Source: an optimization exercise on an open RTL-to-GDS flow (aim: small area). Production flows keep margins and buffers that such runs may drop.
Function was checked by simulation only, so behaviour that the tests miss may differ from the original.
Power is estimated from default activity; no workload was simulated.

== lane 1 ==
==> flow/design.v (excerpt) <==
module usb_msc_bot #(
    parameter [31:0] T_DATA_MS = 32'd250,   
    parameter [31:0] T_CSW_MS  = 32'd100    
) (
    input  wire        clk,
    input  wire        rst,            
    input  wire [31:0] now_ms,         
    input  wire [31:0] flash_blocks,   
    input  wire        out_valid,
    input  wire [7:0]  out_data,
    output wire        out_ready,
    output reg         in_valid,
    output reg  [7:0]  in_data,
    output reg         in_csw,
    input  wire        in_ready,
    output wire        fl_cmd_valid,
    output wire        fl_cmd_write,
    output wire [31:0] fl_cmd_addr,
    output wire [24:0] fl_cmd_len,
    input  wire        fl_sts_valid,
    input  wire        fl_sts_ok,
    output wire        fl_abort,
    input  wire        fl_rd_valid,
    input  wire [7:0]  fl_rd_data,
    output wire        fl_rd_ready,
    output wire        fl_wr_valid,
    output wire [7:0]  fl_wr_data,
    input  wire        fl_wr_ready
);
    genvar gi;
    localparam [2:0] S_CBW   = 3'd0,    
                     S_DISP  = 3'd1,    
                     S_RWAIT = 3'd3,    
                     S_DIN   = 3'd2,    
                     S_WDATA = 3'd5,    
                     S_WSTS  = 3'd4,    
                     S_CPRE  = 3'd7,    
                     S_CSW   = 3'd6;    
    localparam [2:0] K_NODATA = 3'b000,
                     K_RD     = 3'b010,
                     K_WR     = 3'b011,
                     K_RS     = 3'b100,
                     K_INQ    = 3'b101,
                     K_MS     = 3'b110,
                     K_RC     = 3'b111;
    localparam [2:0] L_NONE  = 3'b000,
  ...
Settings: LEC_CHECK=0, CAP_MARGIN=20, CORE_MARGIN=2, CORE_UTILIZATION=40, PLACE_DENSITY=0.6, SLEW_MARGIN=20; clock period 10.0 ns.
standard.sh (not shown) runs the stock make flow with config.mk's settings and CLKGATE_MAP_FILE= SYNTH_SCRIPT=/design/flow/synth_recipe.tcl, a recipe that flattens the netlist after the stock synthesis.
==> flow/flow/run.sh <==
#!/bin/bash
# Own layout flow: the standard ORFS flow (standard.sh), with three changes.
#  - Synthesis is ORFS's synthesis exactly as synth_recipe.tcl runs it, except
#    that ABC maps the logic with an area-oriented script (flow/area.abc)
#    instead of ORFS's speed script. Registers are mapped before ABC runs,
#    so they are the standard synthesis's registers, names and cell types.
#  - The port buffers are made with the smallest buffer cell (buf_1).
#  - The clock tree is built from clkbuf_4/clkbuf_8 without dummy loads.
# Floorplan, tap cells, power grid, placement, CTS and routing are ORFS's.
set -euo pipefail
cd "$(dirname "$0")/.."
W=$PWD
mkdir -p "$W/own"
# ORFS synth.tcl, with the ABC script swapped right after the preamble sets it
sed -e "s#^source \$::env(SCRIPTS_DIR)/synth_preamble.tcl\$#&\nset abc_args [lreplace \$abc_args 1 1 $W/flow/area.abc]#" \
    "$FLOW_HOME/scripts/synth.tcl" > "$W/own/synth_area.tcl"
grep -q "flow/area.abc" "$W/own/synth_area.tcl"
sed -e "s#^source \$::env(SCRIPTS_DIR)/synth.tcl\$#source $W/own/synth_area.tcl#" \
    "$W/synth_recipe.tcl" > "$W/own/synth_recipe_area.tcl"
grep -q "own/synth_area.tcl" "$W/own/synth_recipe_area.tcl"
sed -e "s#SYNTH_SCRIPT=[^ ]*#SYNTH_SCRIPT=$W/own/synth_recipe_area.tcl#" \
    "$W/standard.sh" > "$W/own/standard_area.sh"
grep -q "own/synth_recipe_area.tcl" "$W/own/standard_area.sh"
export BUFFER_PORTS_ARGS="-buffer_cell sky130_fd_sc_hd__buf_1"
export CTS_ARGS="-sink_clustering_enable -repair_clock_nets -dont_use_dummy_load -sink_clustering_size 12 -buf_list {sky130_fd_sc_hd__clkbuf_4 sky130_fd_sc_hd__clkbuf_8}"
bash "$W/own/standard_area.sh" > "$W/standard_flow.log" 2>&1
==> flow/flow/area.abc <==
strash; dch -f; map -a; strash; dch -f; map -a; strash; dch -f; map -a; topo; buffer -c; upsize -c; dnsize -c
Lane 1 finished end to end and its layout was clean on timing, DRC and antenna.
Modified inputs, lane 2 compared to lane 1
==> flow/flow/run.sh <==
#!/bin/bash
# Own layout flow: the standard ORFS flow (standard.sh, unchanged synthesis,
# floorplan, tap cells, power grid, placement, CTS and routing), with
#  - the port buffers made with the smallest buffer cell (buf_1) instead of
#    the resizer's default pick, and
#  - the clock tree built from small clock buffers without dummy loads.
# Every port still gets its own buffer; the clock tree is balanced as usual.
set -euo pipefail
cd "$(dirname "$0")/.."
export BUFFER_PORTS_ARGS="-buffer_cell sky130_fd_sc_hd__buf_1"
export CTS_ARGS="-sink_clustering_enable -repair_clock_nets -dont_use_dummy_load -sink_clustering_size 20 -buf_list {sky130_fd_sc_hd__clkbuf_16}"
bash standard.sh > standard_flow.log 2>&1
removed: flow/flow/area.abc
==> comparison <==
- Simple logic cell fraction of the synthesized area for lane 2 is higher than for lane 1.
- Compared with lane 1, lane 2 shows final period utilization lower by 2.0 points.
- Lane 2 vs lane 1, setup slack went up by 0.20 ns.
- Number of cells traversed by the worst register-to-register path (lower): lane 2
- In the reports for lane 1 and lane 2, the larger final design area excluding fillers belongs to lane 2.
- In the reports for lane 1 and lane 2, the larger floorplan die height belongs to lane 2.
- Diff lane 1 -> lane 2: global routing met1 resource utilization went down 2.3 points, peak supply drop went up 0.025 mV, share of layout cells above drive strength 1 went up 1.5 points, via count went down 359.
The inputs of lane 3 differ from those of lane 2 as listed below.
--- a/flow/flow/run.sh
+++ b/flow/flow/run.sh
@@ -9,4 +9,4 @@
 cd "$(dirname "$0")/.."
 export BUFFER_PORTS_ARGS="-buffer_cell sky130_fd_sc_hd__buf_1"
-export CTS_ARGS="-sink_clustering_enable -repair_clock_nets -dont_use_dummy_load -sink_clustering_size 20 -buf_list {sky130_fd_sc_hd__clkbuf_16}"
+export CTS_ARGS="-sink_clustering_enable -repair_clock_nets -dont_use_dummy_load -sink_clustering_size 12 -buf_list {sky130_fd_sc_hd__clkbuf_4 sky130_fd_sc_hd__clkbuf_8}"
 bash standard.sh > standard_flow.log 2>&1
Results
Clock buffer and inverter area fraction after layout: lane 3 vs lane 2 down 1.9 points
Clock period minus final worst setup slack delta for lane 3 relative to lane 2: 0.085 ns higher
NOTE: area added between synthesis and finish in lane 3 falls short of that of lane 2
Cmp lane 3 vs lane 2: static leakage lower in lane 3
[inputs] lane 4 vs lane 3
==> flow/flow/run.sh <==
#!/bin/bash
# Own layout flow: the standard ORFS flow (standard.sh), with three changes.
#  - Synthesis is ORFS's synthesis exactly as synth_recipe.tcl runs it, except
#    that ABC maps the logic with an area-oriented script (flow/area.abc)
#    instead of ORFS's speed script. Registers are mapped before ABC runs,
#    so they are the standard synthesis's registers, names and cell types.
#  - The port buffers are made with the smallest buffer cell (buf_1).
#  - The clock tree is built from clkbuf_4/clkbuf_8 without dummy loads.
# Floorplan, tap cells, power grid, placement, CTS and routing are ORFS's.
set -euo pipefail
cd "$(dirname "$0")/.."
W=$PWD
mkdir -p "$W/own"
# ORFS synth.tcl, with the ABC script swapped right after the preamble sets it
sed -e "s#^source \$::env(SCRIPTS_DIR)/synth_preamble.tcl\$#&\nset abc_args [lreplace \$abc_args 1 1 $W/flow/area.abc]#" \
    "$FLOW_HOME/scripts/synth.tcl" > "$W/own/synth_area.tcl"
grep -q "flow/area.abc" "$W/own/synth_area.tcl"
sed -e "s#^source \$::env(SCRIPTS_DIR)/synth.tcl\$#source $W/own/synth_area.tcl#" \
    "$W/synth_recipe.tcl" > "$W/own/synth_recipe_area.tcl"
grep -q "own/synth_area.tcl" "$W/own/synth_recipe_area.tcl"
sed -e "s#SYNTH_SCRIPT=[^ ]*#SYNTH_SCRIPT=$W/own/synth_recipe_area.tcl#" \
    "$W/standard.sh" > "$W/own/standard_area.sh"
grep -q "own/synth_recipe_area.tcl" "$W/own/standard_area.sh"
export BUFFER_PORTS_ARGS="-buffer_cell sky130_fd_sc_hd__buf_1"
export CTS_ARGS="-sink_clustering_enable -repair_clock_nets -dont_use_dummy_load -sink_clustering_size 12 -buf_list {sky130_fd_sc_hd__clkbuf_4 sky130_fd_sc_hd__clkbuf_8}"
bash "$W/own/standard_area.sh" > "$W/standard_flow.log" 2>&1
==> flow/flow/area.abc (new file) <==
strash; dch -f; map -a; strash; dch -f; map -a; strash; dch -f; map -a; topo
--- outcome ---
Taking lane 3 as the reference point, the average wire per standard cell of lane 4 falls by 0.57 µm.
The higher area of the die of lane 3 and lane 4 is in lane 3.
From lane 3 to lane 4 the numbers moved as follows: power now smaller; largest vdd supply drop now smaller.

-- static timing again, ports no longer ideal --
In the flow no input, the clock included, has a driving cell. The finished layouts below were timed again as built, in two steps.
Step 1 sets driving cells, clkbuf_16 on the clock port and buf_2 on the other inputs (assumed; they add their load-dependent delay and slew).
Step 2 also shifts input and output timing later by t, the mid clock arrival at the registers, as if the neighbouring blocks saw the same clock.
a / b / c = no drivers / after step 1 / after step 2; a / b = the first two.
| run | shift t [ns] | setup WS [ns] | slew at the worst register clock pin (ns) |
|---|---|---|---|
| lane 1 | 0.465 | 1.356 / 1.318 / 0.980 | 0.08 / 0.08 |
| lane 2 | 0.457 | 1.554 / 1.507 / 1.291 | 0.08 / 0.08 |
| lane 3 | 0.478 | 1.469 / 1.425 / 1.298 | 0.11 / 0.11 |
| lane 4 | 0.472 | 1.032 / 1.031 / 0.560 | 0.09 / 0.09 |
After both steps every run listed still meets setup and hold. The setup slack of lane 4, which loses most, moves by -0.001 ns with the drivers and by -0.472 ns with both steps.
